What follows belongs to an exercise in optimizing a design on an open flow for small area and a short achievable clock period; a production flow would make more cautious choices. In this exercise RTL edits were held to simulation tests only and were not proved equivalent to the original. No activity file was given, so power comes from the tool's default toggle rates.

==> flow/design.v <==
module rwq_round_sh (
    input  wire [31:0] x,
    input  wire [3:0]  k,
    output wire [23:0] kept,
    output wire        guard,
    output wire        sticky
);
    wire [32:0] x0 = {x, 1'b0};
    wire [32:0] xs = k[3] ? (x0 >> 8) : (x0 >> k[2:0]);    
    assign kept   = xs[24:1];
    assign guard  = xs[0];
    wire [6:0] below = k[3] ? 7'h7F : (7'h7F >> (4'd8 - {1'b0, k[2:0]}));
    assign sticky = |(x[6:0] & below);
endmodule
module rwq_rshift_sticky (
    input  wire [26:0] x,
    input  wire [4:0]  d,
    output wire [26:0] y
);
    wire [26:0] a0 = d[0] ? {1'b0,  x[26:1]}  : x;
    wire        s0 = d[0] & x[0];
    wire [26:0] a1 = d[1] ? {2'b0,  a0[26:2]} : a0;
    wire        s1 = s0 | (d[1] & (|a0[1:0]));
    wire [26:0] a2 = d[2] ? {4'b0,  a1[26:4]} : a1;
    wire        s2 = s1 | (d[2] & (|a1[3:0]));
    wire [26:0] a3 = d[3] ? {8'b0,  a2[26:8]} : a2;
    wire        s3 = s2 | (d[3] & (|a2[7:0]));
    wire [26:0] a4 = d[4] ? {16'b0, a3[26:16]} : a3;
    wire        s4 = s3 | (d[4] & (|a3[15:0]));
    assign y = {a4[26:1], a4[0] | s4};
endmodule
module rwq_mul_lane (
    input  wire [7:0]  q,
    input  wire [23:0] m,        
    input  wire [25:0] m3,       
    input  wire [7:0]  e,        
    input  wire        s_special,    
    input  wire        s_nan,
    output wire [31:0] pt,       
    output wire        rnd,      
    output wire        p_nan
);
    function [25:0] sel;
        input [1:0]  dg;
        input [23:0] m;
        input [25:0] m3;
        sel = ({26{dg == 2'd1}} & {2'd0, m}) | ({26{dg == 2'd2}} & {1'd0, m, 1'd0}) |
              ({26{dg == 2'd3}} & m3);
    endfunction
    wire [31:0] a0 = {6'd0, sel(q[1:0], m, m3)};
    wire [31:0] a1 = {4'd0, sel(q[3:2], m, m3), 2'd0};
    wire [31:0] a2 = {2'd0, sel(q[5:4], m, m3), 4'd0};
    wire [31:0] a3 = {sel(q[7:6], m, m3), 6'd0};
    wire [31:0] s1 = a0 ^ a1 ^ a2;
    wire [31:0] c1 = ((a0 & a1) | (a0 & a2) | (a1 & a2)) << 1;
    wire [31:0] s2 = s1 ^ c1 ^ a3;
    wire [31:0] c2 = ((s1 & c1) | (s1 & a3) | (c1 & a3)) << 1;
    wire [31:0] prod = s2 + c2;
    reg  [3:0]  k;
    always @(*) begin
        casez (prod[31:24])
            8'b1???????: k = 4'd8;
            8'b01??????: k = 4'd7;
            8'b001?????: k = 4'd6;
            8'b0001????: k = 4'd5;
            8'b00001???: k = 4'd4;
            8'b000001??: k = 4'd3;
            8'b0000001?: k = 4'd2;
            8'b00000001: k = 4'd1;
            default:     k = 4'd0;
        endcase
    end
    wire [23:0] r0;
    wire        g, s;
    rwq_round_sh u_sh (.x(prod), .k(k), .kept(r0), .guard(g), .sticky(s));
    assign rnd = g & (s | r0[0]);
    wire        qzero = (q == 8'd0);
    wire [9:0]  exs   = {1'b0, e, 1'b1} + {5'd0, k, r0[23]};
    wire [8:0]  ex    = qzero ? 9'd0 : exs[9:1];
    assign pt = {ex, r0[22:0]};
    assign p_nan = s_nan | (s_special & qzero);
endmodule
module rwq_pround (
    input  wire [31:0] pt,
    input  wire        rnd,
    output wire [30:0] pm,
    output wire        p_ovf
);
    wire [31:0] pr = pt + {31'd0, rnd};
    assign pm    = pr[30:0];
    assign p_ovf = (pr[31:23] >= 9'd255);
endmodule
module rwq_add_lane (
    input  wire        ps,
    input  wire [31:0] pt,       
    input  wire        rnd,      
    input  wire [30:0] pm,
    input  wire [31:0] b,
    output wire [27:0] sum,
    output wire [7:0]  eb,       
    output wire        sgn       
);
    wire [33:0] cmp   = {1'b0, pt, 1'b1} + {2'b11, ~b[30:0], rnd};
    wire        swap  = cmp[33];
    wire [30:0] big   = swap ? b[30:0] : pm;
    wire [30:0] sml   = swap ? pm : b[30:0];
    assign      sgn   = swap ? b[31] : ps;
    wire        sub   = ps ^ b[31];
    wire [7:0]  ep    = (pm[30:23] == 8'd0) ? 8'd1 : pm[30:23];
    wire [7:0]  ebb   = (b[30:23] == 8'd0) ? 8'd1 : b[30:23];
    wire [7:0]  dpb   = ep - ebb;
    wire [7:0]  dbp   = ebb - ep;
    assign      eb    = swap ? ebb : ep;
    wire [7:0]  d     = swap ? dbp : dpb;
    wire [23:0] mb    = {big[30:23] != 8'd0, big[22:0]};
    wire [23:0] ms    = {sml[30:23] != 8'd0, sml[22:0]};
    wire [4:0]  dd    = (d[7:5] != 3'd0) ? 5'd31 : d[4:0];
    wire [26:0] al;
    rwq_rshift_sticky u_al (.x({ms, 3'b000}), .d(dd), .y(al));
    wire [28:0] sm    = {1'b0, mb, 3'b000, 1'b1} + {1'b0, al ^ {27{sub}}, sub};
    assign sum = {sm[28] ^ sub, sm[27:1]};
endmodule
module rwq_norm_lane (
    input  wire [27:0] sum,
    input  wire [7:0]  eb,
    input  wire        sgn,
    input  wire        zsgn,     
    input  wire        r_nan,
    input  wire        r_inf,
    input  wire        r_isg,    
    output wire [31:0] y
);
    reg [4:0] z;
    integer i;
    always @(*) begin
        z = 5'd28;
        for (i = 0; i < 28; i = i + 1)
            if (sum[i]) z = 5'd27 - i[4:0];
    end
    wire [4:0]  lsh   = ({3'd0, z} > eb) ? eb[4:0] : z;
    wire [27:0] n     = sum << lsh;
    wire [7:0]  ef1   = eb - {3'd0, lsh};            
    wire [23:0] sig   = n[27:4];
    wire        g     = n[3];
    wire        st    = |n[2:0];
    wire [24:0] rr    = {1'b0, sig} + {24'd0, g & (st | sig[0])};
    wire [8:0]  yexp  = {1'b0, ef1} + {7'd0, rr[24:23]};
    wire        ovf   = (yexp >= 9'd255);
    wire        zero  = (sum == 28'd0);
    wire inf  = ~r_nan & (r_inf | ovf);
    wire rsgn = r_inf ? r_isg : zero ? zsgn : sgn;
    wire [7:0]  oexp = (r_nan | inf) ? 8'hFF : zero ? 8'd0 : yexp[7:0];
    wire [22:0] oman = r_nan ? 23'h400000 : (inf | zero) ? 23'd0 : rr[22:0];
    assign y = {rsgn, oexp, oman};
endmodule
module rwq_mac_lane (
    input  wire [7:0]  q,
    input  wire [31:0] scale,
    input  wire [31:0] bias,
    output wire [31:0] y
);
    wire [23:0] m  = {scale[30:23] != 8'd0, scale[22:0]};
    wire [25:0] m3 = {1'b0, m, 1'b0} + {2'd0, m};
    wire [7:0]  e  = (scale[30:23] == 8'd0) ? 8'd0 : scale[30:23] - 8'd1;
    wire [31:0] pt;
    wire        rnd, p_nan;
    rwq_mul_lane u_mul (.q(q), .m(m), .m3(m3), .e(e), .s_special(scale[30:23] == 8'hFF),
                        .s_nan((scale[30:23] == 8'hFF) && (scale[22:0] != 0)),
                        .pt(pt), .rnd(rnd), .p_nan(p_nan));
    wire [30:0] pm;
    wire        p_ovf;
    rwq_pround u_pr (.pt(pt), .rnd(rnd), .pm(pm), .p_ovf(p_ovf));
    wire p_inf = ~p_nan & ((scale[30:23] == 8'hFF) | p_ovf);
    wire [27:0] sum;
    wire [7:0]  eb;
    wire        sgn;
    rwq_add_lane u_add (.ps(scale[31]), .pt(pt), .rnd(rnd), .pm(pm), .b(bias), .sum(sum), .eb(eb), .sgn(sgn));
    wire b_inf = (bias[30:23] == 8'hFF) && (bias[22:0] == 0);
    wire b_nan = (bias[30:23] == 8'hFF) && (bias[22:0] != 0);
    wire r_nan = p_nan | b_nan | (p_inf & b_inf & (scale[31] ^ bias[31]));
    rwq_norm_lane u_norm (.sum(sum), .eb(eb), .sgn(sgn), .zsgn(scale[31] & bias[31]),
                          .r_nan(r_nan), .r_inf(p_inf | b_inf), .r_isg(p_inf ? scale[31] : bias[31]),
                          .y(y));
endmodule
module rwq_dequant (
    input  wire         clk,
    input  wire         rst,         
    input  wire         in_valid,
    input  wire [1:0]   fmt,
    input  wire [31:0]  codes,
    input  wire [31:0]  scale,
    input  wire [31:0]  bias,
    output reg          out_valid,
    output reg  [127:0] dout
);
    function [31:0] f32_of_f16;
        input [15:0] h;
        reg [3:0] p;
        integer k;
        begin
            p = 4'd0;
            for (k = 0; k < 10; k = k + 1)
                if (h[k]) p = k[3:0];
            if (h[14:10] == 5'h1F)
                f32_of_f16 = {h[15], 8'hFF, h[9:0], 13'd0};
            else if (h[14:10] != 5'd0)
                f32_of_f16 = {h[15], {3'd0, h[14:10]} + 8'd112, h[9:0], 13'd0};
            else if (h[9:0] == 10'd0)
                f32_of_f16 = {h[15], 31'd0};
            else
                f32_of_f16 = {h[15], {4'd0, p} + 8'd103, ({h[9:0], 13'd0} << (4'd10 - p)) & 23'h7FFFFF};
        end
    endfunction
    reg  [31:0] q_in;
    integer j;
    always @(*) begin
        for (j = 0; j < 4; j = j + 1)
            case (fmt)
                2'd0:    q_in[8*j +: 8] = codes[8*j +: 8];
                2'd1:    q_in[8*j +: 8] = {4'd0, codes[4*j +: 4]};
                default: q_in[8*j +: 8] = {6'd0, codes[2*j +: 2]};
            endcase
    end
    reg        s1_valid;
    reg        s1_wide;
    reg [31:0] s1_q;
    reg [31:0] s1_scale;
    reg [31:0] s1_bias;
    always @(posedge clk) begin
        if (rst) s1_valid <= 1'b0;
        else     s1_valid <= in_valid;
        s1_wide  <= (fmt == 2'd0);
        s1_q     <= q_in;
        s1_scale <= scale;
        s1_bias  <= bias;
    end
    wire [31:0] bias32 = s1_wide ? s1_bias : f32_of_f16(s1_bias[15:0]);
    wire [7:0]  f_e   = s1_scale[30:23];
    wire [23:0] f_m   = {f_e != 8'd0, s1_scale[22:0]};
    wire [25:0] f_m3  = {1'b0, f_m, 1'b0} + {2'd0, f_m};
    wire [7:0]  f_x   = (f_e == 8'd0) ? 8'd0 : f_e - 8'd1;
    wire [4:0]  h_e   = s1_scale[14:10];
    wire [9:0]  h_f   = s1_scale[9:0];
    reg  [3:0]  h_p;
    integer k;
    always @(*) begin
        h_p = 4'd0;
        for (k = 0; k < 10; k = k + 1)
            if (h_f[k]) h_p = k[3:0];
    end
    wire [10:0] h_m   = (h_e != 5'd0) ? {1'b1, h_f} : ({1'b0, h_f} << (4'd10 - h_p));
    wire [12:0] h_m3  = {1'b0, h_m, 1'b0} + {2'd0, h_m};
    wire [7:0]  h_x   = (h_e != 5'd0) ? {3'd0, h_e} + 8'd111 :
                        (h_f != 10'd0) ? {4'd0, h_p} + 8'd102 : 8'd0;
    wire [23:0] sm    = s1_wide ? f_m  : {h_m, 13'd0};
    wire [25:0] sm3   = s1_wide ? f_m3 : {h_m3, 13'd0};
    wire [7:0]  sx    = s1_wide ? f_x  : h_x;
    wire        ssign = s1_wide ? s1_scale[31] : s1_scale[15];
    wire        sspec = s1_wide ? (f_e == 8'hFF) : (h_e == 5'h1F);
    wire        snan  = sspec & (s1_wide ? (s1_scale[22:0] != 23'd0) : (h_f != 10'd0));
    wire [127:0] pt;
    wire [3:0]   rnd, p_nan;
    genvar i;
    generate
        for (i = 0; i < 4; i = i + 1) begin : mul
            rwq_mul_lane u_mul (.q(s1_q[8*i +: 8]), .m(sm), .m3(sm3), .e(sx), .s_special(sspec),
                                .s_nan(snan), .pt(pt[32*i +: 32]),
                                .rnd(rnd[i]), .p_nan(p_nan[i]));
        end
    endgenerate
    reg         s2_valid;
    reg [127:0] s2_pt;
    reg [3:0]   s2_rnd, s2_pnan;
    reg         s2_ps, s2_sinf;
    reg [31:0]  s2_bias;
    always @(posedge clk) begin
        if (rst) s2_valid <= 1'b0;
        else     s2_valid <= s1_valid;
        s2_pt   <= pt;
        s2_rnd  <= rnd;
        s2_pnan <= p_nan;
        s2_ps   <= ssign;
        s2_sinf <= sspec & ~snan;
        s2_bias <= bias32;
    end
    wire b_inf = (s2_bias[30:23] == 8'hFF) && (s2_bias[22:0] == 0);
    wire b_nan = (s2_bias[30:23] == 8'hFF) && (s2_bias[22:0] != 0);
    wire [111:0] sum;
    wire [31:0]  eb;
    wire [3:0]   sgn;
    wire [123:0] s2_pm;
    wire [3:0]   p_ovf;
    wire [3:0]   s2_pinf = ~s2_pnan & ({4{s2_sinf}} | p_ovf);
    generate
        for (i = 0; i < 4; i = i + 1) begin : add
            rwq_pround u_pr (.pt(s2_pt[32*i +: 32]), .rnd(s2_rnd[i]),
                             .pm(s2_pm[31*i +: 31]), .p_ovf(p_ovf[i]));
            rwq_add_lane u_add (.ps(s2_ps), .pt(s2_pt[32*i +: 32]), .rnd(s2_rnd[i]),
                                .pm(s2_pm[31*i +: 31]), .b(s2_bias),
                                .sum(sum[28*i +: 28]), .eb(eb[8*i +: 8]), .sgn(sgn[i]));
        end
    endgenerate
    reg         s3_valid;
    reg [111:0] s3_sum;
    reg [31:0]  s3_eb;
    reg [3:0]   s3_sgn;
    reg         s3_zsgn;
    reg [3:0]   s3_rnan, s3_rinf, s3_risg;
    always @(posedge clk) begin
        if (rst) s3_valid <= 1'b0;
        else     s3_valid <= s2_valid;
        s3_sum  <= sum;
        s3_eb   <= eb;
        s3_sgn  <= sgn;
        s3_zsgn <= s2_ps & s2_bias[31];
        s3_rnan <= s2_pnan | {4{b_nan}} | (s2_pinf & {4{b_inf & (s2_ps ^ s2_bias[31])}});
        s3_rinf <= s2_pinf | {4{b_inf}};
        s3_risg <= (s2_pinf & {4{s2_ps}}) | (~s2_pinf & {4{s2_bias[31]}});
    end
    wire [127:0] lane_out;
    generate
        for (i = 0; i < 4; i = i + 1) begin : nrm
            rwq_norm_lane u_norm (.sum(s3_sum[28*i +: 28]), .eb(s3_eb[8*i +: 8]), .sgn(s3_sgn[i]),
                                  .zsgn(s3_zsgn), .r_nan(s3_rnan[i]), .r_inf(s3_rinf[i]),
                                  .r_isg(s3_risg[i]), .y(lane_out[32*i +: 32]));
        end
    endgenerate
    always @(posedge clk) begin
        if (rst) out_valid <= 1'b0;
        else     out_valid <= s3_valid;
        dout <= lane_out;
    end
endmodule
==> flow/flow/run.sh <==
#!/bin/bash
# The standard layout (the standard.sh: standard synthesis, then ORFS to finish), with
# ORFS's timing repair asked to keep 33 ns of setup slack at the 44 ns clock, so that it
# works on the achieved period. Everything else, constraints included, is unchanged.
set -euo pipefail
bash standard.sh SETUP_SLACK_MARGIN=33 finish > standard.log 2>&1
==> flow/standard.sh <==
#!/bin/bash
# synth_recipe.tcl (not shown) runs the flow's synth.tcl, then flattens the netlist and writes it again
# the make line also repeats each setting of config.mk as NAME=value (left out here)
make -C /OpenROAD-flow-scripts/flow DESIGN_CONFIG=/design/flow/config.mk WORK_HOME=/design/flow/orfs CLKGATE_MAP_FILE= SYNTH_SCRIPT=/design/flow/synth_recipe.tcl "${@:-finish}"
==> flow/config.mk <==
export PLATFORM = sky130hd
export DESIGN_NAME = rwq_dequant
export DESIGN_NICKNAME = rwq_dequant
export VERILOG_FILES = /design/flow/design.v
export SDC_FILE = /design/flow/constraint.sdc
export NUM_CORES = 4
export LEC_CHECK = 0
export ABC_AREA = 1
export CAP_MARGIN = 20
export CORE_MARGIN = 2
export CORE_UTILIZATION = 55
export PLACE_DENSITY = 0.7
export SLEW_MARGIN = 20
==> flow/constraint.sdc <==
create_clock -name core_clock -period 44.0 [get_ports {clk}]
set_input_delay 8.8000 -clock core_clock [delete_from_list [all_inputs] [get_ports {clk}]]
set_output_delay 8.8000 -clock core_clock [all_outputs]
set_load 0.01 [all_outputs]
==> results.yml, run 1 <==
run_status:
  status: "finished clean"
routing:
  drt_iter0_drc: 11100
  drt_wl_total_um: 289000
  drcViolationCount: 0
  viasPerCell: 6.12
  dr.pass1.iters: 9
  wl_per_cell_um: 20.5
  dr_wl_met2_um: 123000
  routed.top_layer: "met5"
  via_count: 86000
  drt-met1-wl_um: 116000
  wl_met3_um: 29700
  ant_nets: 0
grt:
  overflow: 0
  grt_pass1_vias: 78800
  grt_pass1_wl_um: 441000
  grt_max_degree: 79
  grt_usage: 0.403
  antenna_found_initial: 5
sta:
  finalCritPeriodShare: 0.238
  max_freq_ghz: 0.0954
  hold_viol: 0
  grt_setup_unrepaired: "yes"
  skew_ns: 0.0491
  max_slew_margin: 0.175
  finalWorstSetupSlack_ns: 33.52
  tns_ns: 0
  setup_viol: 0
  drv_slew: 0
  worst_pin_slew_ns: 1.23
  fin_crit_ns: 10.48
worst_setup_path:
  crit_path_max_fanout: 1
  cp-startpoint: "dout[127]"
  worst-path-buf-inv: 1
  worst_path_dominant_cell_family: "buffers and inverters"
  cp_slowest_stage_delay_ns: 0.66
  rrSetupSlack_ns: 33.68
  cp.depth: 1
  crit_end: "dout[127]"
  critical_path_class: "flip-flop to output pin"
  path_cells: "clkdlybuf4s50_1"
  rr_endpoint: "s2_pt[30]"
  critPathCaptureType: "output pin"
  reg2reg_from: "s1_scale[2]"
  crit_path_start_kind: "flip-flop"
  cpMaxStageDelayCell: "clkdlybuf4s50_1"
  required_ns: 35.20
  reg2reg_depth: 63
  critPathArrivalTime_ns: 1.68
placement:
  place.gp.congestion: 1.04
  dp_cells: 13900
  place_ws_ns: 31.51
  dp_hpwl_um: 227000
  port-buffer-count: 229
pwr:
  vdd_drop_max_uv: 38.7
  power_leakage_nw: 39.7
  power_density_mw_per_mm2: 81.6
die:
  pin_count: 230
  start_util: 0.554
  dieArea_mm2: 0.137
  die_w_um: 371
  row_count: 134
  fp.dieH_um: 371
  core_mm2: 0.133
clocking:
  clock-root-buffer: "clkbuf_16"
  cts_max_level: 3
  clk_path_buf_depth: 3
  cts_hold_buf: 0
  cts.sinks: 560
  cts_buffers: 68
  clk_pin_slew_ns: 0.06
  clock_latency_ns: 0.71
  cts_tree: "built"
logic_synthesis:
  syn_inst: 12300
  synth_cell_types: 75
  synth_top_area_cell: "nand2_1"
  ys_seq_area_frac: 0.152
  synth_top_area_share: 0.161
  ys_warn_count: 3
  synth-edff-count: 0
  synth_area_mm2: 0.0739
  syn_nets: 13200
  avgSynthCellArea_um2: 6.02
  ys.flop_type: "dfxtp_1"
  ys_seq_elements: 560
  yosys-top-cells-area: "nand2_1, dfxtp_1, ha_1"
  async_flop_share: 0
final_layout:
  fill_cells: 13200
  final_util: 0.606
  drive_above_1_share: 0.0448
  layoutNonFillerInstCount: 14100
  layout.nets: 13100
  area_growth_pct: 9.37
  diodes: 0
worst_hold_path:
  hp-class: "flip-flop to flip-flop"
flow_run:
  maxCapViolations: 0
-- kinds of logic (layout without fill, tap and decap cells) --
group                      Yosys count  count (layout)  synth area share
muxes                               22              22           0.00298
and+or+nand+nor                   5754            5758             0.329
DFF                                560             560             0.152
AOI/OAI and AO/OA                 2666            2666             0.207
adders and majority gates          765             765             0.150
buffers and inverters             2089            2091             0.108
xor gates and xnor gates           431             431            0.0516
-- layer usage --
layer  global-route usage  vias to the layer above
li1                     -                    40900
met1                0.513                    39200
met2                0.624                     4850
met3               0.0852                     1099
met4                0.244                       10
met5              0.00105                        -
-- worst register-to-register path, delay by kind of cell (launching register included) --
family	cells	cell delay [ns]
buffers and inverters	12	1.43
xor gates and xnor gates	1	0.18
and+or+nand+nor	25	3.14
adders and majority gates	7	2.55
AOI/OAI and AO/OA	18	2.56
DFF	1	0.40
-- how the worst min path moves through the flow --
stage              from         to  slack [ns]  cells past startpoint
2_1_floorplan  s3_valid  out_valid        0.39                      2
3_3_place_gp   s3_valid  out_valid        0.39                      2
3_5_place_dp   s2_valid   s3_valid        0.40                      2
4_1_cts        s2_valid   s3_valid        0.41                      2
5_1_grt        s2_valid   s3_valid        0.43                      2
6_report       s2_valid   s3_valid        0.41                      2
-- registers in the layout, summed over array words and instances (netlist names), 4 cells and up --
name / cells
dout: 128
s1_bias: 32
s1_q: 32
s1_scale: 32
s2_bias: 32
s2_pnan: 4
s2_pt: 128
s2_rnd: 4
s3_eb: 32
s3_rinf: 4
s3_risg: 4
s3_rnan: 4
s3_sgn: 4
s3_sum: 112
-- report_power, final --
| group | internal (mW) | switching [mW] |
|---|---|---|
| combinational | 1.64 | 3.38 |
| sequential | 0.737 | 0.197 |
| clock | 0.384 | 0.257 |
-- area by class of cell --
class | count | area [um2] | area share
Sequential cell | 560 | 11200 | 0.139
Clock inverter | 38 | 631 | 0.00780
Tap cell | 1768 | 2210 | 0.0274
Inverter | 1542 | 5850 | 0.0723
Timing Repair Buffer | 422 | 3840 | 0.0475
Clock buffer | 87 | 1910 | 0.0236
Multi-Input combinational cell | 9642 | 55200 | 0.683
Timing Repair inverter | 2 | 10.0 | 0.000124
-- timing repair --
| action | in CTS | in global routing |
|---|---|---|
| cloned | 0 | 9 |
| pin swaps | 0 | 11 |
| setup buffers | 2 | 36 |
| gates resized for setup | 19 | 90 |
| setup endpoints to repair | 69 | 70 |
-- metrics by stage --
| step | total power [mW] | area (um2) | hold WS, ns |
|---|---|---|---|
| 3_5_place_dp | 5.75 | 77500 | 0.405 |
| 4_1_cts | 6.42 | 80200 | 0.412 |
| 2_1_floorplan | 4.43 | 73900 | 0.388 |
| 3_3_place_gp | 5.68 | 77500 | 0.391 |
| 5_1_grt | 7.21 | 80900 | 0.430 |
| 6_report | 6.60 | 80900 | 0.410 |
-- placed cells by master, fill, tap and decap left out, drive strengths merged, types with 114 or more instances in the layout --
cell / count
ha: 560
nand4: 114
clkdlybuf4s50: 229
o22ai: 268
inv: 1508
o21ai: 1002
nand2: 3192
fa: 205
nand3: 1172
dfxtp: 560
buf: 191
nor3: 159
o221ai: 144
a21oi: 816
xor2: 343
nor2: 946
-- cells in the mapped netlist, types with 7 or more instances --
cell / count
inv_2: 20
and3_1: 17
and2_1: 10
nor3b_1: 12
a31oi_1: 82
nor4_1: 53
nand2_1: 3164
nor2_1: 927
nor3_1: 155
buf_2: 68
o211ai_1: 99
dfxtp_1: 560
or2_2: 48
o21ai_1: 67
a211oi_1: 24
a22oi_1: 67
xor2_1: 339
a21boi_0: 7
nor2_4: 8
o221ai_1: 144
nand2_2: 19
or2_1: 9
nor2_2: 10
nand3_1: 1165
fa_1: 205
xnor2_1: 88
nand3_2: 7
inv_1: 1488
nand3b_1: 17
clkinv_1: 33
o21a_1: 59
o31ai_1: 24
nand4_1: 113
ha_1: 560
o22ai_1: 268
a21oi_1: 815
a221oi_1: 11
clkbuf_1: 421
a21o_1: 17
o21bai_1: 16
mux2i_1: 22
o21ai_0: 930
buf_1: 50
==> run 2, diff against run 1 <==
--- a/flow/design.v
+++ b/flow/design.v
@@ -33,13 +33,14 @@
     input  wire [7:0]  q,
     input  wire [23:0] m,        
     input  wire [25:0] m3,       
-    input  wire [7:0]  e,        
     input  wire        s_special,    
     input  wire        s_nan,
-    output wire [31:0] pt,       
-    output wire        rnd,      
+    output wire [31:0] prod,     
+    output wire        qzero,
     output wire        p_nan
 );
+    assign qzero = (q == 8'd0);
+    assign p_nan = s_nan | (s_special & qzero);
     function [25:0] sel;
         input [1:0]  dg;
         input [23:0] m;
@@ -55,7 +56,15 @@
     wire [31:0] c1 = ((a0 & a1) | (a0 & a2) | (a1 & a2)) << 1;
     wire [31:0] s2 = s1 ^ c1 ^ a3;
     wire [31:0] c2 = ((s1 & c1) | (s1 & a3) | (c1 & a3)) << 1;
-    wire [31:0] prod = s2 + c2;
+    assign prod = s2 + c2;
+endmodule
+module rwq_prnd_lane (
+    input  wire [31:0] prod,
+    input  wire [7:0]  e,
+    input  wire        qzero,
+    output wire [31:0] pt,       
+    output wire        rnd       
+);
     reg  [3:0]  k;
     always @(*) begin
         casez (prod[31:24])
@@ -74,11 +83,9 @@
     wire        g, s;
     rwq_round_sh u_sh (.x(prod), .k(k), .kept(r0), .guard(g), .sticky(s));
     assign rnd = g & (s | r0[0]);
-    wire        qzero = (q == 8'd0);
     wire [9:0]  exs   = {1'b0, e, 1'b1} + {5'd0, k, r0[23]};
     wire [8:0]  ex    = qzero ? 9'd0 : exs[9:1];
     assign pt = {ex, r0[22:0]};
-    assign p_nan = s_nan | (s_special & qzero);
 endmodule
 module rwq_pround (
     input  wire [31:0] pt,
@@ -106,12 +113,9 @@
     wire [30:0] sml   = swap ? pm : b[30:0];
     assign      sgn   = swap ? b[31] : ps;
     wire        sub   = ps ^ b[31];
-    wire [7:0]  ep    = (pm[30:23] == 8'd0) ? 8'd1 : pm[30:23];
-    wire [7:0]  ebb   = (b[30:23] == 8'd0) ? 8'd1 : b[30:23];
-    wire [7:0]  dpb   = ep - ebb;
-    wire [7:0]  dbp   = ebb - ep;
-    assign      eb    = swap ? ebb : ep;
-    wire [7:0]  d     = swap ? dbp : dpb;
+    assign      eb    = (big[30:23] == 8'd0) ? 8'd1 : big[30:23];
+    wire [7:0]  es    = (sml[30:23] == 8'd0) ? 8'd1 : sml[30:23];
+    wire [7:0]  d     = eb - es;
     wire [23:0] mb    = {big[30:23] != 8'd0, big[22:0]};
     wire [23:0] ms    = {sml[30:23] != 8'd0, sml[22:0]};
     wire [4:0]  dd    = (d[7:5] != 3'd0) ? 5'd31 : d[4:0];
@@ -146,7 +150,7 @@
     wire [24:0] rr    = {1'b0, sig} + {24'd0, g & (st | sig[0])};
     wire [8:0]  yexp  = {1'b0, ef1} + {7'd0, rr[24:23]};
     wire        ovf   = (yexp >= 9'd255);
-    wire        zero  = (sum == 28'd0);
+    wire        zero  = z[4] & z[3] & z[2];      
     wire inf  = ~r_nan & (r_inf | ovf);
     wire rsgn = r_inf ? r_isg : zero ? zsgn : sgn;
     wire [7:0]  oexp = (r_nan | inf) ? 8'hFF : zero ? 8'd0 : yexp[7:0];
@@ -162,11 +166,12 @@
     wire [23:0] m  = {scale[30:23] != 8'd0, scale[22:0]};
     wire [25:0] m3 = {1'b0, m, 1'b0} + {2'd0, m};
     wire [7:0]  e  = (scale[30:23] == 8'd0) ? 8'd0 : scale[30:23] - 8'd1;
-    wire [31:0] pt;
-    wire        rnd, p_nan;
-    rwq_mul_lane u_mul (.q(q), .m(m), .m3(m3), .e(e), .s_special(scale[30:23] == 8'hFF),
+    wire [31:0] prod, pt;
+    wire        qzero, rnd, p_nan;
+    rwq_mul_lane u_mul (.q(q), .m(m), .m3(m3), .s_special(scale[30:23] == 8'hFF),
                         .s_nan((scale[30:23] == 8'hFF) && (scale[22:0] != 0)),
-                        .pt(pt), .rnd(rnd), .p_nan(p_nan));
+                        .prod(prod), .qzero(qzero), .p_nan(p_nan));
+    rwq_prnd_lane u_prnd (.prod(prod), .e(e), .qzero(qzero), .pt(pt), .rnd(rnd));
     wire [30:0] pm;
     wire        p_ovf;
     rwq_pround u_pr (.pt(pt), .rnd(rnd), .pm(pm), .p_ovf(p_ovf));
@@ -248,8 +253,10 @@
         for (k = 0; k < 10; k = k + 1)
             if (h_f[k]) h_p = k[3:0];
     end
-    wire [10:0] h_m   = (h_e != 5'd0) ? {1'b1, h_f} : ({1'b0, h_f} << (4'd10 - h_p));
-    wire [12:0] h_m3  = {1'b0, h_m, 1'b0} + {2'd0, h_m};
+    wire [3:0]  h_sh  = 4'd10 - h_p;              
+    wire [10:0] h_m   = (h_e != 5'd0) ? {1'b1, h_f} : ({1'b0, h_f} << h_sh);
+    wire [11:0] h_f3  = {1'b0, h_f, 1'b0} + {2'd0, h_f};
+    wire [12:0] h_m3  = (h_e != 5'd0) ? ({1'b0, h_f3} + 13'd3072) : ({1'b0, h_f3} << h_sh);
     wire [7:0]  h_x   = (h_e != 5'd0) ? {3'd0, h_e} + 8'd111 :
                         (h_f != 10'd0) ? {4'd0, h_p} + 8'd102 : 8'd0;
     wire [23:0] sm    = s1_wide ? f_m  : {h_m, 13'd0};
@@ -258,14 +265,39 @@
     wire        ssign = s1_wide ? s1_scale[31] : s1_scale[15];
     wire        sspec = s1_wide ? (f_e == 8'hFF) : (h_e == 5'h1F);
     wire        snan  = sspec & (s1_wide ? (s1_scale[22:0] != 23'd0) : (h_f != 10'd0));
-    wire [127:0] pt;
-    wire [3:0]   rnd, p_nan;
+    wire [127:0] prod;
+    wire [3:0]   qzero, p_nan;
     genvar i;
     generate
         for (i = 0; i < 4; i = i + 1) begin : mul
-            rwq_mul_lane u_mul (.q(s1_q[8*i +: 8]), .m(sm), .m3(sm3), .e(sx), .s_special(sspec),
-                                .s_nan(snan), .pt(pt[32*i +: 32]),
-                                .rnd(rnd[i]), .p_nan(p_nan[i]));
+            rwq_mul_lane u_mul (.q(s1_q[8*i +: 8]), .m(sm), .m3(sm3), .s_special(sspec),
+                                .s_nan(snan), .prod(prod[32*i +: 32]),
+                                .qzero(qzero[i]), .p_nan(p_nan[i]));
+        end
+    endgenerate
+    reg         sp_valid;
+    reg [127:0] sp_prod;
+    reg [3:0]   sp_qzero, sp_pnan;
+    reg [7:0]   sp_x;
+    reg         sp_ps, sp_sinf;
+    reg [31:0]  sp_bias;
+    always @(posedge clk) begin
+        if (rst) sp_valid <= 1'b0;
+        else     sp_valid <= s1_valid;
+        sp_prod  <= prod;
+        sp_qzero <= qzero;
+        sp_pnan  <= p_nan;
+        sp_x     <= sx;
+        sp_ps    <= ssign;
+        sp_sinf  <= sspec & ~snan;
+        sp_bias  <= bias32;
+    end
+    wire [127:0] pt;
+    wire [3:0]   rnd;
+    generate
+        for (i = 0; i < 4; i = i + 1) begin : prnd
+            rwq_prnd_lane u_prnd (.prod(sp_prod[32*i +: 32]), .e(sp_x), .qzero(sp_qzero[i]),
+                                  .pt(pt[32*i +: 32]), .rnd(rnd[i]));
         end
     endgenerate
     reg         s2_valid;
@@ -275,13 +307,13 @@
     reg [31:0]  s2_bias;
     always @(posedge clk) begin
         if (rst) s2_valid <= 1'b0;
-        else     s2_valid <= s1_valid;
+        else     s2_valid <= sp_valid;
         s2_pt   <= pt;
         s2_rnd  <= rnd;
-        s2_pnan <= p_nan;
-        s2_ps   <= ssign;
-        s2_sinf <= sspec & ~snan;
-        s2_bias <= bias32;
+        s2_pnan <= sp_pnan;
+        s2_ps   <= sp_ps;
+        s2_sinf <= sp_sinf;
+        s2_bias <= sp_bias;
     end
     wire b_inf = (s2_bias[30:23] == 8'hFF) && (s2_bias[22:0] == 0);
     wire b_nan = (s2_bias[30:23] == 8'hFF) && (s2_bias[22:0] != 0);
==> flow/flow/run.sh (replaced) <==
#!/bin/bash
# The standard layout (the standard.sh: the standard synthesis, then ORFS to finish), with
# two changes to how it is made:
#  - ORFS's timing repair is asked to keep 33.8 ns of setup slack at the 44 ns clock, so that it
#    works on the achieved period;
#  - the buffer put on every input and output port is buf_2 rather than the delay buffer
#    buffer_ports picks by default.
# The constraints (clock period, input and output delays, load) are the design's, unchanged.
set -euo pipefail
bash standard.sh SETUP_SLACK_MARGIN=33.8 "BUFFER_PORTS_ARGS=-buffer_cell sky130_fd_sc_hd__buf_2" finish > standard.log 2>&1
==> run 2 against run 1 <==
Compared with the run above:
- still clean
- combinational power rose by 0.8%
- synthesized cell count fell by 2.9%
- worst hold slack got worse by 0.087 ns
==> results.yml, run 2 <==
logic_synthesis:
  async_flop_share: 0
  synth_fa_ha_area_frac: 0.140
  synth_xor_area_frac: 0.0534
  synth_top_area_share: 0.197
  ys_seq_elements: 739
  synthSimpleGateAreaFrac: 0.299
  syn_nets: 12800
  avgSynthCellArea_um2: 6.29
  ys_seq_area_frac: 0.197
  yosysMostFrequentCell: "nand2_1"
  synth_mux_area_frac: 0.00627
  syn_inst: 11900
  ys_warn_count: 4
  yosys-top-cells-area: "dfxtp_1, nand2_1, ha_1"
  synth_top_area_cell: "dfxtp_1"
  synth_top_family_by_area: "simple AND/OR/NAND/NOR gates"
  synth_area_mm2: 0.0750
  synth-edff-count: 0
  synth_cell_types: 72
  ys.flop_type: "dfxtp_1"
  synthTopCellsByCount: "nand2_1, inv_1, o21ai_0"
  synth_compound_area_frac: 0.203
sta:
  finalWorstSetupSlack_ns: 33.91
  fin_crit_ns: 10.09
  worst_pin_slew_ns: 1.19
  grt_setup_unrepaired: "no"
  skew_ns: 0.0480
  max_slew_margin: 0.195
  max_freq_ghz: 0.0991
  hold_viol: 0
  tns_ns: 0
  drv_slew: 0
  setup_viol: 0
  finalCritPeriodShare: 0.229
  timing.hold.ws_ns: 0.323
grt:
  use_met2: 0.615
  antenna_found_initial: 2
  grt_util_met3: 0.0669
  grt_max_degree: 76
  grt_pass1_vias: 76500
  grt_busiest_layer: "met2"
  grtUsageMet1: 0.488
  grt_pass1_wl_um: 432000
  grt_usage: 0.387
  overflow: 0
clocking:
  clk_path_buf_depth: 3
  cts_max_level: 3
  cts_tree: "built"
  cts_hold_buf: 0
  cts.sinks: 739
  clock_latency_ns: 0.75
  clk_pin_slew_ns: 0.07
  cts_buffers: 85
  clock-root-buffer: "clkbuf_16"
die:
  core_mm2: 0.135
  row_count: 135
  die_w_um: 373
  start_util: 0.554
  fp.dieH_um: 373
  dieArea_mm2: 0.139
  pin_count: 230
final_layout:
  mostFrequentLayoutCells: "nand2_1, inv_1, o21ai_0"
  layout.nets: 12700
  drive_above_1_share: 0.0614
  design_area_mm2: 0.0811
  reg_top3: "dout x128, s2_pt x128, sp_prod x128"
  layout_commonest_cell: "nand2_1"
  regArea_mm2: 0.0148
  fill_cells: 13400
  area_growth_pct: 8.12
  multi_input_area_mm2: 0.0529
  diodes: 0
  final_util: 0.599
worst_setup_path:
  critical_path_class: "flip-flop to output pin"
  worst-path-buf-inv: 1
  crit_path_max_fanout: 1
  cp_slowest_stage_delay_ns: 0.40
  worst_path_dominant_cell_family: "flip-flops"
  critPathArrivalTime_ns: 1.29
  crit_path_start_kind: "flip-flop"
  cpMaxStageDelayCell: "dfxtp_1"
  path_cells: "buf_2"
  required_ns: 35.20
  critPathCaptureType: "output pin"
routing:
  ant_nets: 0
  drt_iter0_drc: 9142
  dr.pass1.iters: 9
  viasPerCell: 6.01
  drcViolationCount: 0
  drt_wl_total_um: 282000
  via_count: 82700
  wl_per_cell_um: 20.5
pwr:
  vdd_drop_max_uv: 41.5
  power_leakage_nw: 39.7
  power_density_mw_per_mm2: 85.8
placement:
  postPlaceCellArea_mm2: 0.0777
  dp_hpwl_um: 218000
  place.gp.congestion: 1.05
  port-buffer-count: 229
  place_ws_ns: 33.13
flow_run:
  maxCapViolations: 0
worst_hold_path:
  hp-class: "flip-flop to flip-flop"
run_status:
  status: "finished clean"
## run 2: cell count changes in the layout (fill, tap and decap cells not counted), sizes merged, moves of 141 or more
cell           before   now
a21oi             816   669
dfxtp             560   739
clkdlybuf4s50     229     0
nand3            1172  1005
nand2            3192  3051
buf               191   423
## run 2: worst paths after layout
kind / slack, ns / cells past startpoint / start / end
setup reg to reg: 34.29 / 47 / s2_bias[29] / s3_sum[83]
setup / recovery: 33.91 / 1 / dout[63] / dout[63]
hold / removal: 0.32 / 0 / sp_bias[22] / s2_bias[22]
hold reg to reg: 0.32 / 0 / sp_bias[22] / s2_bias[22]
## run 2: cell families after synthesis
| group | count (synthesis) |
|---|---|
| and+or+nand+nor | 5368 |
| DFF | 739 |
| AOI/OAI and AO/OA | 2600 |
| xor gates and xnor gates | 456 |
| adders and majority gates | 720 |
| buffers and inverters | 2002 |
| muxes | 47 |
## run 2: what timing repair did
action | CTS | global route
endpoints found under the setup margin | 62 | 132
gates cloned | 3 | 6
buffers inserted | 1 | 23
resized for setup | 12 | 38
pin swaps | 3 | 6
## run 2: per-stage QoR
| step | instances | power [mW] |
|---|---|---|
| 6_report | 13800 | 6.96 |
| 5_1_grt | 13800 | 7.64 |
| 4_1_cts | 13700 | 6.82 |
| 3_5_place_dp | 13600 | 6.02 |
| 3_3_place_gp | 13600 | 5.96 |
| 2_1_floorplan | 11900 | 4.76 |
## run 2: routing by layer
layer	vias to the layer above	wire length [um]
li1	39900	-
met1	37300	113000
met2	4536	123000
met3	1018	25200
met4	4	20900
met5	-	20
## run 2: power by group
group	internal, mW	switching (mW)
Combinational	1.63	3.43
Sequential	0.937	0.219
Clock	0.428	0.321
Total	2.99	3.97
## run 2: final cells by class
cell class                      count  area share
Clock buffer                      100      0.0278
Timing Repair Buffer              423      0.0328
Timing Repair inverter              1   0.0000617
Tap cell                         1781      0.0275
Inverter                         1471      0.0686
Multi-Input combinational cell   9199       0.652
Sequential cell                   739       0.182
Clock inverter                     56     0.00884
==> run 3, diff against run 2 <==
==> flow/flow/run.sh (replaced) <==
#!/bin/bash
# The standard layout (the standard.sh: the standard synthesis, then ORFS to finish), with
# two changes to how it is made:
#  - ORFS's timing repair is asked to keep 34.1 ns of setup slack at the 44 ns clock, so that it
#    works on the achieved period;
#  - the buffer put on every input and output port is buf_2 rather than the delay buffer
#    buffer_ports picks by default.
# The constraints (clock period, input and output delays, load) are the design's, unchanged.
set -euo pipefail
bash standard.sh SETUP_SLACK_MARGIN=34.1 "BUFFER_PORTS_ARGS=-buffer_cell sky130_fd_sc_hd__buf_2" finish > standard.log 2>&1
==> run 3 against run 2 <==
Compared with the run above:
- power is 0.80% higher
- register-to-register slack gained 0.31 ns
- wire length increased by 0.30%
- largest power group unchanged
- cell area increased by 0.77%
- final cell count grew 0.11%
- sequential cell count did not move
- clock power about the same
- non-clock buffer count increased by 14
- via count rose by 0.19%
- largest cell class unchanged
- sequential power about the same
- first-iteration DRC count increased by 3.3%
- still clean
==> results.yml, run 3 <==
pwr:
  switching_share: 0.567
  vdd_drop_max_uv: 41.3
  netSwitchingPower_mw: 3.98
  power_density_mw_per_mm2: 85.8
  combPwrFrac: 0.727
  power_leakage_nw: 39.8
  power_frac_seq: 0.167
  power.internal_mw: 3.04
  clkPwrFrac: 0.106
logic_synthesis:
  syn_nets: 12800
  syn_inst: 11900
  synthTopCellsByCount: "nand2_1, inv_1, o21ai_0"
  yosys-top-cells-area: "dfxtp_1, nand2_1, ha_1"
  ys_seq_elements: 739
  synth_top_area_share: 0.197
  ys.flop_type: "dfxtp_1"
  synth_area_mm2: 0.0750
  async_flop_share: 0
  synth_cell_types: 72
  yosysMostFrequentCell: "nand2_1"
  ys_warn_count: 4
  synth_top_area_cell: "dfxtp_1"
  avgSynthCellArea_um2: 6.29
  ys_seq_area_frac: 0.197
  synth-edff-count: 0
sta:
  finalCritPeriodShare: 0.228
  max_slew_margin: 0.172
  fin_crit_ns: 10.01
  tns_ns: 0
  grt_setup_unrepaired: "yes"
  timing.hold.ws_ns: 0.322
  skew_ns: 0.0475
  setup_viol: 0
  worst_pin_slew_ns: 1.23
  max_freq_ghz: 0.0999
  drv_slew: 0
  finalWorstSetupSlack_ns: 33.99
  hold_viol: 0
routing:
  viasPerCell: 6.01
  wl_per_cell_um: 20.5
  ant_nets: 0
  dr.pass1.iters: 8
  drt_iter0_drc: 9447
  via_count: 82900
  drt_wl_total_um: 283000
  drcViolationCount: 0
clocking:
  clock_latency_ns: 0.75
  cts_hold_buf: 0
  clock-root-buffer: "clkbuf_16"
  cts_buffers: 85
  cts_max_level: 3
  clk_pin_slew_ns: 0.06
  clk_path_buf_depth: 3
  cts_tree: "built"
  cts.sinks: 739
worst_setup_path:
  reg2reg_depth: 46
  critical_path_class: "flip-flop to output pin"
  required_ns: 35.20
  crit_end: "dout[127]"
  worst_path_dominant_cell_family: "flip-flops"
  crit_path_max_fanout: 1
  cp_slowest_stage_delay_ns: 0.36
  cp-startpoint: "dout[127]"
  rrSetupSlack_ns: 34.60
  path_cells: "buf_6"
  cpMaxStageDelayCell: "dfxtp_4"
  reg2reg_from: "s2_bias[30]"
  worst-path-buf-inv: 1
  critPathArrivalTime_ns: 1.21
  crit_path_start_kind: "flip-flop"
  cp.depth: 1
  critPathCaptureType: "output pin"
  rr_endpoint: "s3_sum[80]"
placement:
  place_ws_ns: 33.13
  dp_hpwl_um: 218000
  port-buffer-count: 229
  place.gp.congestion: 1.05
  postPlaceCellArea_mm2: 0.0777
die:
  row_count: 135
  dieArea_mm2: 0.139
  pin_count: 230
  start_util: 0.554
  fp.dieH_um: 373
  core_mm2: 0.135
  die_w_um: 373
grt:
  grt_pass1_wl_um: 432000
  grt_pass1_vias: 76500
  antenna_found_initial: 2
  grt_usage: 0.387
  overflow: 0
  grt_max_degree: 76
final_layout:
  drive_above_1_share: 0.0686
  area_growth_pct: 8.96
  layout_commonest_cell: "nand2_1"
  fill_cells: 13300
  mostFrequentLayoutCells: "nand2_1, inv_1, o21ai_0"
  reg_top3: "dout x128, s2_pt x128, sp_prod x128"
  design_area_mm2: 0.0818
  layout.nets: 12800
worst_hold_path:
  hp-class: "flip-flop to flip-flop"
flow_run:
  maxCapViolations: 0
run_status:
  status: "finished clean"
run 3: cell counts after synthesis:
Identical to the previous run, type by type.
run 3: how the worst min path moves through the flow:
stage,start,end,slack [ns],cells past startpoint
finish,sp_bias[22],s2_bias[22],0.32,0
global route,sp_bias[22],s2_bias[22],0.33,0
CTS,sp_bias[7],s2_bias[7],0.32,0
detailed placement,sp_bias[22],s2_bias[22],0.31,0
global placement,sp_pnan[2],s2_pnan[2],0.31,0
floorplan,sp_bias[0],s2_bias[0],0.31,0
run 3: layout make-up:
cell class	count	area, um2	share of cell area
multi-input cells	9198	52900	0.647
flip-flops and latches	739	14900	0.182
inverters	1471	5600	0.0685
repair buffers	437	3140	0.0385
clock buffers	100	2250	0.0276
well taps	1781	2230	0.0273
clock inverters	56	717	0.00877
repair inverters	2	12.5	0.000153
diodes	1	2.50	0.0000306
run 3: routing by layer:
metal  vias to the layer above  routed length (um)  share of wire  GRT usage
met2                      4442              123000           0.44      0.616
met3                      1041               25400          0.090     0.0672
met5                         -                  48        0.00017          0
li1                      39900                   -              -          -
met4                         6               21000          0.074      0.238
met1                     37500              113000           0.40      0.487
run 3: per-stage QoR:
stage,instances,total power [mW],util
5_1_grt,13800,7.70,0.604
3_3_place_gp,13600,5.96,0.574
2_1_floorplan,11900,4.76,-
6_report,13800,7.02,0.604
4_1_cts,13700,6.84,0.598
3_5_place_dp,13600,6.02,0.574
run 3: power by group through the flow:
stage / Combinational [mW] / Clock, mW / Sequential, mW
6_report: 5.10 / 0.747 / 1.17
5_1_grt: 5.73 / 0.784 / 1.19
4_1_cts: 4.93 / 0.760 / 1.15
3_5_place_dp: 4.86 / 0 / 1.16
3_3_place_gp: 4.81 / 0 / 1.16
2_1_floorplan: 3.66 / 0 / 1.10
run 3: cells by family after synthesis:
kind of cell,share of synthesized area
buffers and inverters,0.102
flip-flops,0.197
adder cells (fa/ha/maj),0.140
AND/OR/NAND/NOR,0.299
multiplexers,0.00627
XOR/XNOR,0.0534
AO/OA/AOI/OAI,0.203
run 3: repair_timing:
action                     in CTS  in global routing
pin swaps                       3                  7
hold endpoints to repair        0                  0
gates resized for setup        80                120
setup endpoints to repair     207                317
cloned                          3                  6
setup buffers                   1                 37
run 3: worst reg2reg max path: cells and delay by family, from the launching register on:
kind                       cells  cell delay [ns]
AOI/OAI and AO/OA              7             1.76
adders and majority gates      4             1.33
buffers and inverters          9             2.01
DFF                            1             0.31
xor gates and xnor gates       1             0.11
and+or+nand+nor               25             3.74
==> run 4, diff against run 3 <==
==> flow/flow/run.sh (replaced) <==
#!/bin/bash
# The standard layout (the standard.sh: the standard synthesis, then ORFS to finish), with
# three changes to how it is made:
#  - ORFS's timing repair is asked to keep 34.1 ns of setup slack at the 44 ns clock, so that it
#    works on the achieved period;
#  - the buffer put on every input and output port is buf_2 rather than the delay buffer
#    buffer_ports picks by default;
#  - clock tree synthesis clusters up to 30 sinks within 80 um per leaf buffer and adds no
#    dummy loads.
# The constraints (clock period, input and output delays, load) are the design's, unchanged.
set -euo pipefail
bash standard.sh SETUP_SLACK_MARGIN=34.1 \
  "BUFFER_PORTS_ARGS=-buffer_cell sky130_fd_sc_hd__buf_2" \
  "CTS_ARGS=-sink_clustering_enable -repair_clock_nets -sink_clustering_size 30 -sink_clustering_max_diameter 80 -dont_use_dummy_load" \
  finish > standard.log 2>&1
==> run 4 against run 3 <==
Compared with the run above:
- worst setup slack improved by 0.013 ns
- clock power fell by 37%
- worst hold slack got worse by 0.035 ns
- utilization fell by 1.1 points
- via count down 0.36%
- clock skew grew 0.050 ns
- first-iteration DRC count shrank 5.7%
- register-to-register slack worse by 0.07 ns
- sequential power about the same
- critical endpoint is now dout[63]
==> results.yml, run 4 <==
sta:
  tns_ns: 0
  finalCritPeriodShare: 0.227
  fin_crit_ns: 10.0
  drv_slew: 0
  setup_viol: 0
  grt_setup_unrepaired: "yes"
  max_slew_margin: 0.129
  max_freq_ghz: 0.100
  worst_pin_slew_ns: 1.29
  skew_ns: 0.0980
  timing.hold.ws_ns: 0.287
  hold_viol: 0
routing:
  via_count: 82600
  drt-met1-wl_um: 114000
  dr_wl_met2_um: 122000
  dr.pass1.iters: 9
  wl_per_cell_um: 20.5
  wl_met3_um: 24900
  viasPerCell: 6.04
  routed.top_layer: "met5"
  drt_wl_total_um: 281000
  drcViolationCount: 0
  ant_nets: 0
  drt_iter0_drc: 8906
clocking:
  cts_hold_buf: 0
  clk_pin_slew_ns: 0.11
  cts.sinks: 739
  cts_buffers: 58
  clock_latency_ns: 0.73
  cts_max_level: 2
  clk_path_buf_depth: 3
  clock-root-buffer: "clkbuf_16"
  cts_tree: "built"
placement:
  postPlaceCellArea_mm2: 0.0777
  dp_hpwl_um: 218000
  port-buffer-count: 229
  place.gp.congestion: 1.05
  dp_cells: 13600
logic_synthesis:
  synth_top_area_share: 0.197
  ys_seq_area_frac: 0.197
  ys_seq_elements: 739
  avgSynthCellArea_um2: 6.29
  syn_inst: 11900
  syn_nets: 12800
  synthTopCellsByCount: "nand2_1, inv_1, o21ai_0"
  synth-edff-count: 0
  yosysMostFrequentCell: "nand2_1"
  ys.flop_type: "dfxtp_1"
  synth_cell_types: 72
  yosys-top-cells-area: "dfxtp_1, nand2_1, ha_1"
  async_flop_share: 0
  synth_area_mm2: 0.0750
  ys_warn_count: 4
  synth_top_area_cell: "dfxtp_1"
die:
  fp.dieH_um: 373
  dieArea_mm2: 0.139
  core_mm2: 0.135
  die_w_um: 373
  start_util: 0.554
  pin_count: 230
  row_count: 135
grt:
  antenna_found_initial: 3
  grt_pass1_vias: 76000
  grt_usage: 0.384
  grt_max_degree: 76
  overflow: 0
  grt_pass1_wl_um: 429000
pwr:
  power_density_mw_per_mm2: 83.9
  power_leakage_nw: 39.2
  p_total_mw: 6.73
  vdd_drop_max_uv: 48.7
final_layout:
  layout_commonest_cell: "nand2_1"
  layout.nets: 12700
  reg_top3: "dout x128, s2_pt x128, sp_prod x128"
  area_growth_pct: 6.90
  layoutNonFillerInstCount: 13700
  mostFrequentLayoutCells: "nand2_1, inv_1, o21ai_0"
  drive_above_1_share: 0.0616
  design_area_mm2: 0.0802
worst_hold_path:
  hp-class: "flip-flop to flip-flop"
worst_setup_path:
  path_cells: "buf_6"
  cp_slowest_stage_delay_ns: 0.37
  crit_path_start_kind: "flip-flop"
  critPathArrivalTime_ns: 1.20
  worst_path_dominant_cell_family: "flip-flops"
  critical_path_class: "flip-flop to output pin"
  critPathCaptureType: "output pin"
  required_ns: 35.20
  crit_path_max_fanout: 1
  cpMaxStageDelayCell: "dfxtp_4"
  worst-path-buf-inv: 1
run_status:
  status: "finished clean"
flow_run:
  maxCapViolations: 0
==> run 4: changes by cell type in the layout (fill, tap and decap cells not counted), moves of 8 or more <==
cell	change
inv_6	-8
bufinv_16	-9
clkinvlp_4	-18
clkbuf_1	-8
clkinv_2	-10
clkbuf_16	-27
==> run 4: cell families after synthesis <==
kind of cell	count (synthesis)	share of synthesized area
AOI/OAI and AO/OA	2600	0.203
xor gates and xnor gates	456	0.0534
adders and majority gates	720	0.140
buffers and inverters	2002	0.102
DFF	739	0.197
muxes	47	0.00627
and+or+nand+nor	5368	0.299
==> run 4: power breakdown <==
group	internal [mW]	switching (mW)	leakage [nW]
Combinational	1.66	3.43	32.2
Clock	0.229	0.239	0.715
Sequential	0.943	0.227	6.20
Total	2.83	3.90	39.2
==> run 4: area by class of cell <==
cell class,instances,area [um2]
fillers,13500,55300
multi-input cells,9199,52900
flip-flops and latches,739,14900
inverters,1471,5600
repair buffers,433,3100
well taps,1781,2230
clock buffers,58,1450
repair inverters,2,12.5
diodes,1,2.50
==> run 4: what timing repair did <==
item,in CTS,in global routing
gates cloned,3,7
setup buffers,2,32
resized for setup,76,125
pin swaps,3,4
setup endpoints to repair,199,309
==> run 4: path summary, 6_finish.rpt <==
path,to,slack (ns),cells past startpoint,startpoint
hold / removal,s2_bias[15],0.29,0,sp_bias[15]
hold reg to reg,s2_bias[15],0.29,0,sp_bias[15]
setup / recovery,dout[63],34.00,1,dout[63]
setup reg to reg,s3_sum[80],34.53,47,s2_bias[29]
==> run 4: layer usage <==
layer,track usage,up-vias
met5,0,-
met4,0.234,8
met3,0.0649,998
met2,0.609,4371
met1,0.486,37400
li1,-,39800
==> run 4: per-stage QoR <==
| stage | worst slack (ns) | util |
|---|---|---|
| global route | 33.97 | 0.592 |
| floorplan | 34.48 | - |
| detailed placement | 33.13 | 0.574 |
| CTS | 33.96 | 0.587 |
| global placement | 33.14 | 0.574 |
| finish | 34.00 | 0.592 |
==> run 5, diff against run 4 <==
--- a/flow/config.mk
+++ b/flow/config.mk
@@ -8,6 +8,6 @@
 export ABC_AREA = 1
 export CAP_MARGIN = 20
 export CORE_MARGIN = 2
-export CORE_UTILIZATION = 55
-export PLACE_DENSITY = 0.7
+export CORE_UTILIZATION = 65
+export PLACE_DENSITY = 0.8
 export SLEW_MARGIN = 20
==> run 5 against run 4 <==
Compared with the run above:
- cell area is 0.46% lower
- power grew 0.23%
- synthesized cell count stayed put
- via count grew 3.0%
- critical endpoint is now dout[77]
- largest cell class unchanged
==> results.yml, run 5 <==
worst_setup_path:
  critPathCaptureType: "output pin"
  crit_path_max_fanout: 1
  crit_path_start_kind: "flip-flop"
  cp_slowest_stage_delay_ns: 0.35
  path_cells: "buf_2"
  cpMaxStageDelayCell: "dfxtp_1"
  worst_path_dominant_cell_family: "flip-flops"
  critPathArrivalTime_ns: 1.16
  worst-path-buf-inv: 1
  critical_path_class: "flip-flop to output pin"
  required_ns: 35.20
pwr:
  power_density_mw_per_mm2: 84.5
  power.internal_mw: 2.80
  switching_share: 0.585
  power_leakage_nw: 39.1
  netSwitchingPower_mw: 3.95
  p_total_mw: 6.75
  vdd_drop_max_uv: 49.6
  power_frac_seq: 0.173
  combPwrFrac: 0.765
  clkPwrFrac: 0.062
sta:
  hold_viol: 0
  drv_slew: 0
  max_freq_ghz: 0.100
  finalWorstSetupSlack_ns: 34.04
  setup_viol: 0
  fin_crit_ns: 9.96
  skew_ns: 0.137
  tns_ns: 0
  grt_setup_unrepaired: "yes"
  finalCritPeriodShare: 0.226
  worst_pin_slew_ns: 1.25
  max_slew_margin: 0.158
logic_synthesis:
  ys_seq_elements: 739
  async_flop_share: 0
  synth_top_area_cell: "dfxtp_1"
  ys.flop_type: "dfxtp_1"
  syn_nets: 12800
  synth_top_area_share: 0.197
  synth-edff-count: 0
  synth_cell_types: 72
  avgSynthCellArea_um2: 6.29
  yosysMostFrequentCell: "nand2_1"
  synth_area_mm2: 0.0750
  ys_seq_area_frac: 0.197
  synthTopCellsByCount: "nand2_1, inv_1, o21ai_0"
  yosys-top-cells-area: "dfxtp_1, nand2_1, ha_1"
  syn_inst: 11900
  ys_warn_count: 4
clocking:
  cts.sinks: 739
  cts_tree: "built"
  cts_max_level: 2
  clock_latency_ns: 0.73
  clock-root-buffer: "clkbuf_16"
  clk_pin_slew_ns: 0.11
  cts_buffers: 46
  cts_hold_buf: 0
  clk_path_buf_depth: 3
placement:
  place.gp.congestion: 1.08
  postPlaceCellArea_mm2: 0.0773
  port-buffer-count: 229
  dp_hpwl_um: 209000
  place_ws_ns: 33.46
final_layout:
  fill_cells: 9915
  regArea_mm2: 0.0149
  layout.nets: 12700
  final_util: 0.698
  reg_top3: "dout x128, s2_pt x128, sp_prod x128"
  design_area_mm2: 0.0798
  mostFrequentLayoutCells: "nand2_1, inv_1, o21ai_0"
  multi_input_area_mm2: 0.0531
  drive_above_1_share: 0.0630
  area_growth_pct: 6.40
  layout_commonest_cell: "nand2_1"
routing:
  drt_iter0_drc: 11000
  dr.pass1.iters: 14
  wl_per_cell_um: 20.8
  ant_nets: 0
  viasPerCell: 6.35
  via_count: 85100
  drt_wl_total_um: 278000
  drcViolationCount: 0
worst_hold_path:
  hp-class: "flip-flop to flip-flop"
die:
  start_util: 0.656
  pin_count: 230
  die_w_um: 344
  row_count: 124
  core_mm2: 0.114
  fp.dieH_um: 344
  dieArea_mm2: 0.118
grt:
  antenna_found_initial: 7
  overflow: 0
  grt_pass1_wl_um: 419000
  grt_max_degree: 76
  grt_pass1_vias: 76800
  grt_usage: 0.443
run_status:
  status: "finished clean"
flow_run:
  maxCapViolations: 0
## run 5: cell counts after synthesis
Identical to the previous run, type by type.
## run 5: repair_timing
item / in CTS / in global routing
cloned: 1 / 13
gates resized for setup: 61 / 172
setup endpoints to repair: 149 / 273
pin swaps: 2 / 8
buffers inserted: 0 / 54
## run 5: path summary, 6_finish.rpt
check	startpoint	to	slack, ns	cells after the start
hold / removal	sp_pnan[3]	s2_pnan[3]	0.34	0
hold reg to reg	sp_pnan[3]	s2_pnan[3]	0.34	0
setup reg to reg	s2_bias[5]	s3_sum[78]	34.51	41
setup / recovery	dout[77]	dout[77]	34.04	1
## run 5: layout make-up
class                      count  share of cell area
multi-input combinational   9201               0.664
inverter                    1471              0.0704
clock buffer                  46              0.0144
sequential                   739               0.186
tap                         1512              0.0237
timing repair buffer         438              0.0404
timing repair inverter         4            0.000251
antenna                        1           0.0000313
## run 5: cell families after synthesis
| group | synth area share |
|---|---|
| simple gates | 0.299 |
| compound gates | 0.203 |
| xor+xnor | 0.0534 |
| mux | 0.00627 |
| flops | 0.197 |
| fa+ha+maj | 0.140 |
| buf+inv | 0.102 |
## run 5: through the flow
stage,std cells,hold WS [ns]
after floorplan,11900,0.310
after global placement,13300,0.310
after detailed placement,13300,0.312
after CTS,13300,0.336
after global routing,13400,0.341
final,13400,0.335
## run 5: power groups by stage
stage | combinational, mW | sequential [mW] | clock [mW]
after floorplan | 3.66 | 1.10 | 0
after global placement | 4.68 | 1.14 | 0
after detailed placement | 4.80 | 1.15 | 0
after CTS | 4.84 | 1.14 | 0.416
after global routing | 5.72 | 1.19 | 0.437
final | 5.16 | 1.17 | 0.418
## run 5: per-layer routing
metal | vias up | track usage | share of wire
met4 | 12 | 0.304 | 0.087
met5 | - | 0 | 0.00026
met2 | 5722 | 0.697 | 0.43
li1 | 39800 | - | -
met3 | 1393 | 0.0895 | 0.11
met1 | 38200 | 0.546 | 0.37

-- what the ideal ports hide --
The results above use ideal ports. As a check the final layouts listed here were re-extracted and re-timed, cells and wires unchanged. Step 1 (the two cells are an assumption about what drives the block):
set clk [get_ports {clk}]
set_driving_cell -lib_cell sky130_fd_sc_hd__clkbuf_16 $clk
set_driving_cell -lib_cell sky130_fd_sc_hd__buf_2 [delete_from_list [all_inputs] $clk]
Step 2 times the ports against the registers' clock, not the clock port: input delays grow and output delays shrink by t, the midpoint of the rising clock arrivals with the driver on. a / b / c = no drivers / after step 1 / after step 2; a / b = the first two.
| run | t (ns) | setup slack, ns | worst setup path after step 2 |
|---|---|---|---|
| run 1 | 0.772 | 33.519 / 33.436 / 33.406 | input to register |
| run 2 | 0.811 | 33.906 / 33.821 / 33.432 | input to register |
| run 3 | 0.811 | 33.989 / 33.904 / 33.860 | input to register |
| run 4 | 0.768 | 34.002 / 33.918 / 33.807 | input to register |
| run 5 | 0.744 | 34.038 / 33.954 / 33.816 | input to register |
After both steps every run listed still meets setup and hold. The setup slack of run 2, which loses most, moves by -0.085 ns with the drivers and by -0.474 ns with both steps.
